From an optimization exercise on the open Yosys and OpenROAD flow, aimed at small area; shortcuts taken in it are not production practice. The RTL was checked by simulation tests, not by an equivalence proof against the original design. The flow treats the clock pin as an ideal source, which a real chip does not have. No activity file was given, so power comes from the tool's default toggle rates.

==> flow/design.v <==
module lm92_twi (
    input  wire        clk,
    input  wire        rst,           
    input  wire        cmd_valid,
    input  wire [31:0] cmd_word,
    input  wire        cfg_valid,
    input  wire [31:0] cfg_wdata,
    output reg         busy,
    output reg         done,
    output reg         ack,
    output reg         bus_init,
    output reg         stop_pending,
    output reg  [2:0]  phase,
    output reg         temp_valid,
    output wire [3:0]  err,
    output wire [3:0]  viol,
    output reg  [7:0]  rxdata,
    output wire [31:0] temp,
    output wire [31:0] cfg,
    output reg         scl_o,
    output reg         sda_o,
    input  wire        scl_i,
    input  wire        sda_i
);
    localparam [2:0] PH_IDLE = 3'd0, PH_ADDR = 3'd1, PH_TX = 3'd2,
                     PH_RX = 3'd3, PH_RXEND = 3'd4;
    localparam [7:0] OP_INIT = 8'h10, OP_START = 8'h11, OP_STOP = 8'h12,
                     OP_SEND = 8'h13, OP_RDACK = 8'h14, OP_RDNACK = 8'h15,
                     OP_TEMP = 8'h40;
    reg [7:0] cfg_div, cfg_sreg, cfg_tmo;
    reg [6:0] cfg_saddr;
    assign cfg = {cfg_tmo, cfg_sreg, 1'b0, cfg_saddr, cfg_div};
    reg [15:0] temp_raw;
    assign temp = {3'b000, temp_raw[15:3], temp_raw};
    reg [1:0] err_q;           
    assign err = {2'b00, err_q};
    reg [2:0] viol_q;          
    assign viol = {1'b0, viol_q};
    reg [7:0] div_active;
    reg [3:0] job;
    wire j_temp  = job[3];
    wire j_start = (job[2:0] == 3'b000) || (job[2:0] == 3'b011);
    wire j_tx    = (job[2:0] == 3'b001) || (job[2:0] == 3'b010) || (job[2:0] == 3'b100);
    wire j_rx    = (job[2:0] == 3'b101) || (job[2:0] == 3'b110);
    wire j_mack  = (job[2:0] == 3'b101);
    wire j_init  = (job[2:0] == 3'b111);
    wire j_last  = (job[2:0] == 3'b110);
    wire [7:0] opc = cmd_word[31:24];
    reg legal;
    always @(*) begin
        case (opc)
            OP_INIT, OP_START, OP_STOP, OP_RDACK, OP_RDNACK, OP_TEMP:
                legal = (cmd_word[23:0] == 24'd0);
            OP_SEND:
                legal = (cmd_word[23:8] == 16'd0);
            default:
                legal = 1'b0;
        endcase
    end
    reg seq_ok;
    always @(*) begin
        case (opc)
            OP_INIT, OP_TEMP: seq_ok = (phase == PH_IDLE);
            OP_START:         seq_ok = (phase != PH_RX);
            OP_STOP:          seq_ok = (phase == PH_ADDR) || (phase == PH_TX) || (phase == PH_RXEND);
            OP_SEND:          seq_ok = (phase == PH_ADDR) || (phase == PH_TX);
            default:          seq_ok = (phase == PH_RX);    
        endcase
    end
    reg [3:0] acc_job;
    reg [2:0] acc_phase;
    reg       acc_done;
    always @(*) begin
        acc_job = 4'b0111; acc_phase = PH_IDLE; acc_done = 1'b0;
        case (opc)
            OP_START:  begin acc_job = 4'b0000; acc_phase = PH_ADDR; acc_done = 1'b1; end
            OP_SEND:   begin acc_job = 4'b0001; acc_done = 1'b1;
                             acc_phase = (phase == PH_ADDR && cmd_word[0]) ? PH_RX : PH_TX; end
            OP_RDACK:  begin acc_job = 4'b0101; acc_phase = PH_RX; acc_done = 1'b1; end
            OP_RDNACK: begin acc_job = 4'b0110; acc_phase = PH_RXEND; acc_done = 1'b1; end
            OP_TEMP:   acc_job = 4'b1000;
            default: ;
        endcase
    end
    localparam [3:0] E_IDLE   = 4'd0,
                     E_ISSUE  = 4'd1,
                     E_GO     = 4'd2,     
                     E_P1     = 4'd3,     
                     E_RISE   = 4'd4,     
                     E_HIGH   = 4'd5,     
                     E_P4     = 4'd6,     
                     E_P5     = 4'd7,     
                     E_FALL   = 4'd8,     
                     E_DONE   = 4'd9,     
                     E_TMO    = 4'd10,    
                     E_FINISH = 4'd11;
    reg [3:0] st;
    reg [8:0] hcnt;            
    reg [7:0] thi;             
    reg       ackf;            
    reg [8:0] shreg;
    wire      sh8 = shreg[8] && (j_rx || shreg[7:0] == 8'd0);    
    wire       hlast = (hcnt == 9'h1F9);
    wire [8:0] hload = {1'b0, div_active};
    wire [8:0] thi_inc = {1'b0, thi} + 9'd1;
    always @(posedge clk) begin
        if ((st == E_IDLE || st == E_FINISH) && stop_pending ||
            st == E_GO ||
            st == E_RISE && scl_i ||
            (st == E_HIGH || st == E_P4) && hlast ||
            st == E_FALL)
            hcnt <= hload;
        else if (st == E_RISE && !busy)
            hcnt <= 9'h1F8;
        else
            hcnt <= hcnt - 9'd1;
    end
    always @(posedge clk) begin
        if (rst) begin
            busy <= 1'b0; done <= 1'b0; ack <= 1'b0; bus_init <= 1'b0;
            stop_pending <= 1'b0; phase <= PH_IDLE; temp_valid <= 1'b0;
            err_q <= 2'd0; viol_q <= 3'd0; rxdata <= 8'd0; temp_raw <= 16'd0;
            cfg_div <= 8'h20; cfg_saddr <= 7'h48; cfg_sreg <= 8'h00; cfg_tmo <= 8'h00;
            scl_o <= 1'b1; sda_o <= 1'b1;
            st <= E_IDLE;
        end else begin
            if (cfg_valid) begin
                if (busy) begin
                    if (viol_q == 3'd0) viol_q <= 3'd1;
                end else begin
                    cfg_div   <= cfg_wdata[7:0];
                    cfg_saddr <= cfg_wdata[14:8];
                    cfg_sreg  <= cfg_wdata[23:16];
                    cfg_tmo   <= cfg_wdata[31:24];
                end
            end else if (cmd_valid) begin
                if (busy) begin
                    if (viol_q == 3'd0) viol_q <= 3'd1;
                end else if (!legal) begin
                    if (viol_q == 3'd0) viol_q <= 3'd2;
                end else if (opc != OP_INIT && !bus_init) begin
                    if (viol_q == 3'd0) viol_q <= 3'd4;
                end else if (!seq_ok) begin
                    if (viol_q == 3'd0) viol_q <= 3'd5;
                end else begin
                    done  <= acc_done;
                    phase <= acc_phase;
                    err_q <= 2'd0;
                    if (opc == OP_STOP) stop_pending <= 1'b1;
                    else begin
                        busy <= 1'b1;
                        job  <= acc_job;
                    end
                end
            end
            if (!busy) shreg <= {cmd_word[7:0], 1'b1};
            case (st)
                E_IDLE, E_FINISH: begin
                    if (st == E_FINISH) busy <= 1'b0;
                    if (stop_pending) begin
                        sda_o <= 1'b0;
                        st    <= E_P1;
                    end else if (st == E_FINISH) begin
                        st <= E_IDLE;
                    end else if (busy) begin
                        if (j_init && !j_temp) begin
                            div_active <= cfg_div;
                            bus_init   <= 1'b1;
                            st         <= E_FINISH;
                        end else begin
                            st <= E_ISSUE;
                        end
                    end
                end
                E_ISSUE: begin
                    if (j_temp) shreg <= {j_rx ? 8'h00 : job[1] ? cfg_sreg : {cfg_saddr, job[2]}, 1'b1};
                    st <= E_GO;
                end
                E_GO: begin
                    ackf  <= 1'b0;
                    sda_o <= j_tx ? shreg[8] : 1'b1;
                    st    <= E_P1;
                end
                E_P1: begin
                    if (hlast) begin
                        scl_o <= 1'b1;
                        thi   <= 8'd0;
                        st    <= E_RISE;
                    end
                end
                E_RISE: begin
                    if (scl_i) begin
                        st   <= E_HIGH;
                    end else if (busy) begin
                        if (hcnt[7:0] == 8'hF9) begin
                            if (thi_inc == {1'b0, cfg_tmo}) begin
                                sda_o <= 1'b1;
                                st    <= E_TMO;
                            end
                            thi <= thi_inc[7:0];
                        end
                    end
                end
                E_HIGH: begin
                    if (hlast) begin
                        if (stop_pending || j_start) begin
                            sda_o <= stop_pending;
                            st    <= E_P4;
                        end else begin
                            if (sh8) begin
                                if (j_tx) begin
                                    ack      <= ~sda_i;
                                    err_q[0] <= err_q[0] | sda_i;
                                end
                            end else begin
                                shreg <= {shreg[7:0], sda_i & j_rx};
                            end
                            scl_o <= 1'b0;
                            st    <= E_FALL;
                        end
                    end
                end
                E_P4: begin
                    if (hlast) begin
                        if (stop_pending) begin
                            stop_pending <= 1'b0;
                            st           <= E_IDLE;
                        end else begin
                            scl_o <= 1'b0;
                            st    <= E_P5;
                        end
                    end
                end
                E_P5: begin
                    if (hlast) st <= E_DONE;
                end
                E_FALL: begin
                    if (ackf) begin
                        st <= E_DONE;
                    end else begin
                        if (sh8) ackf <= 1'b1;
                        if (j_tx)
                            sda_o <= shreg[8];
                        else
                            sda_o <= ~(sh8 && j_mack);
                        st <= E_P1;
                    end
                end
                E_DONE: begin
                    if (j_rx) rxdata <= shreg[7:0];
                    if (j_temp && j_last) begin
                        temp_raw     <= {rxdata, shreg[7:0]};
                        temp_valid   <= ~err_q[0];
                        stop_pending <= 1'b1;
                        st           <= E_FINISH;
                    end else if (j_temp) begin
                        job[2:0] <= job[2:0] + 3'd1;
                        st       <= E_ISSUE;
                    end else begin
                        st <= E_FINISH;
                    end
                end
                E_TMO: begin
                    busy         <= 1'b0;
                    bus_init     <= 1'b0;
                    phase        <= PH_IDLE;
                    stop_pending <= 1'b0;
                    done         <= 1'b0;
                    if (j_temp) temp_valid <= 1'b0;
                    err_q        <= 2'b10;
                    st           <= E_IDLE;
                end
                default: st <= E_IDLE;
            endcase
        end
    end
endmodule
export LEC_CHECK = 0
export CAP_MARGIN = 0
export CORE_MARGIN = 2
export CORE_UTILIZATION = 65
export SLEW_MARGIN = 0
create_clock -name core_clock -period 10.0 [get_ports {clk}]
standard.sh (not shown) runs the stock make flow with config.mk's settings and CLKGATE_MAP_FILE= SYNTH_SCRIPT=/design/flow/synth_recipe.tcl, a recipe that flattens the netlist after the stock synthesis.
==> flow/flow/run.sh <==
#!/bin/bash
# Own layout flow: the standard flow (standard.sh) with these changes.
#  1. Synthesis maps the logic with an area-oriented ABC script (flow/area.abc),
#     and leaves adders to ABC as plain logic (no ADDER_MAP_FILE half/full
#     adder cells). It runs ORFS's synth.tcl unchanged apart from that, so the
#     flip-flops (mapped before ABC) are the standard synthesis's, with the
#     same names and cell types.
#  2. Every input and output port gets a sky130_fd_sc_hd__buf_1 port buffer.
#  3. The clock tree uses clkbuf_4 buffers and no dummy loads; afterwards
#     flow/post_cts.tcl upsizes the root and the weakest leaf buffers.
#  4. One tie cell drives all the constant outputs (no tie fanout repair).
# Each tool's output goes to the ORFS logs under orfs/logs; make's own output
# goes to flow.log here.
set -euo pipefail
W=$PWD

# ORFS's synth.tcl with the ABC script replaced
sed 's#^\([[:space:]]*\)log_cmd abc {\*}\$abc_args#\1lset abc_args 1 '"$W"'/flow/area.abc\n&#' \
    "$FLOW_HOME/scripts/synth.tcl" > "$W/own_synth_body.tcl"
grep -q "flow/area.abc" "$W/own_synth_body.tcl"
# The standard flow's synthesis wrapper, sourcing that copy
sed 's#source \$::env(SCRIPTS_DIR)/synth.tcl#source '"$W"'/own_synth_body.tcl#' \
    "$W/synth_recipe.tcl" > "$W/own_synth.tcl"
grep -q "own_synth_body" "$W/own_synth.tcl"

CTS="-sink_clustering_enable -repair_clock_nets -dont_use_dummy_load"
CTS="$CTS -buf_list sky130_fd_sc_hd__clkbuf_4 -sink_clustering_size 30 -sink_clustering_max_diameter 100"

bash "$W/standard.sh" \
    "SYNTH_SCRIPT=$W/own_synth.tcl" \
    ADDER_MAP_FILE= \
    "BUFFER_PORTS_ARGS=-buffer_cell sky130_fd_sc_hd__buf_1" \
    "CTS_ARGS=$CTS" \
    "POST_CTS_TCL=$W/flow/post_cts.tcl" \
    SKIP_REPAIR_TIE_FANOUT=1 \
    finish > "$W/flow.log" 2>&1
==> flow/flow/area.abc <==
strash
dc2
ifraig
balance -l
resub -K 6 -l
rewrite -l
resub -K 6 -N 2 -l
refactor -l
resub -K 8 -l
balance -l
resub -K 8 -N 2 -l
rewrite -l
resub -K 10 -l
rewrite -z -l
resub -K 10 -N 2 -l
balance -l
resub -K 12 -l
refactor -z -l
resub -K 12 -N 2 -l
rewrite -z -l
balance -l
balance -l
resub -K 6 -l
rewrite -l
resub -K 6 -N 2 -l
refactor -l
resub -K 8 -l
balance -l
resub -K 8 -N 2 -l
rewrite -l
resub -K 10 -l
rewrite -z -l
resub -K 10 -N 2 -l
balance -l
resub -K 12 -l
refactor -z -l
resub -K 12 -N 2 -l
rewrite -z -l
balance -l
dch -f
amap
strash
dch -f
amap
Other scripts of this flow, unchanged in this note and not shown: flow/flow/post_cts.tcl
==> next run, changes <==
==> flow/flow/area.abc (replaced) <==
strash
dc2
ifraig
balance -l
resub -K 6 -l
rewrite -l
resub -K 6 -N 2 -l
refactor -l
resub -K 8 -l
balance -l
resub -K 8 -N 2 -l
rewrite -l
resub -K 10 -l
rewrite -z -l
resub -K 10 -N 2 -l
balance -l
resub -K 12 -l
refactor -z -l
resub -K 12 -N 2 -l
rewrite -z -l
balance -l
dch -f
amap
strash
dch -f
amap
Effect: Register-to-register slack gains 0.63 ns. Synthesized cell count rises by 0.51%. Non-clock buffer count falls by 1. Total power falls by 5.3%. Area after synthesis hardly moves. Design area hardly moves. Count of clock-buffer cells in the layout does not change. Routed wire length rises by 4.4%.

-- separate check: timing with driven ports --
The results above use ideal ports. As a check the final layouts listed here were re-extracted and re-timed, cells and wires unchanged. Step 1 assumes that a clkbuf_16 drives the clock port and a buf_2 every other input. Step 2 adds t to the input delays and takes it off the output delays; t is the mean of the earliest and latest rising clock arrival at the registers after step 1. Input paths then give back, and output paths get back, about the clock's delay inside the block. a / b / c = no drivers / after step 1 / after step 2; a / b = the first two.
| run | t (ns) | slack for setup (ns) | worst hold slack (ns) |
|---|---|---|---|
| the first run | 0.417 | 4.301 / 4.307 / 3.889 | 0.455 / 0.455 / 0.455 |
| the second run | 0.423 | 5.176 / 5.189 / 4.765 | 0.440 / 0.440 / 0.440 |
After both steps every run listed still meets setup and hold. The setup slack of the first run, which loses most, moves by +0.006 ns with the drivers and by -0.412 ns with both steps.
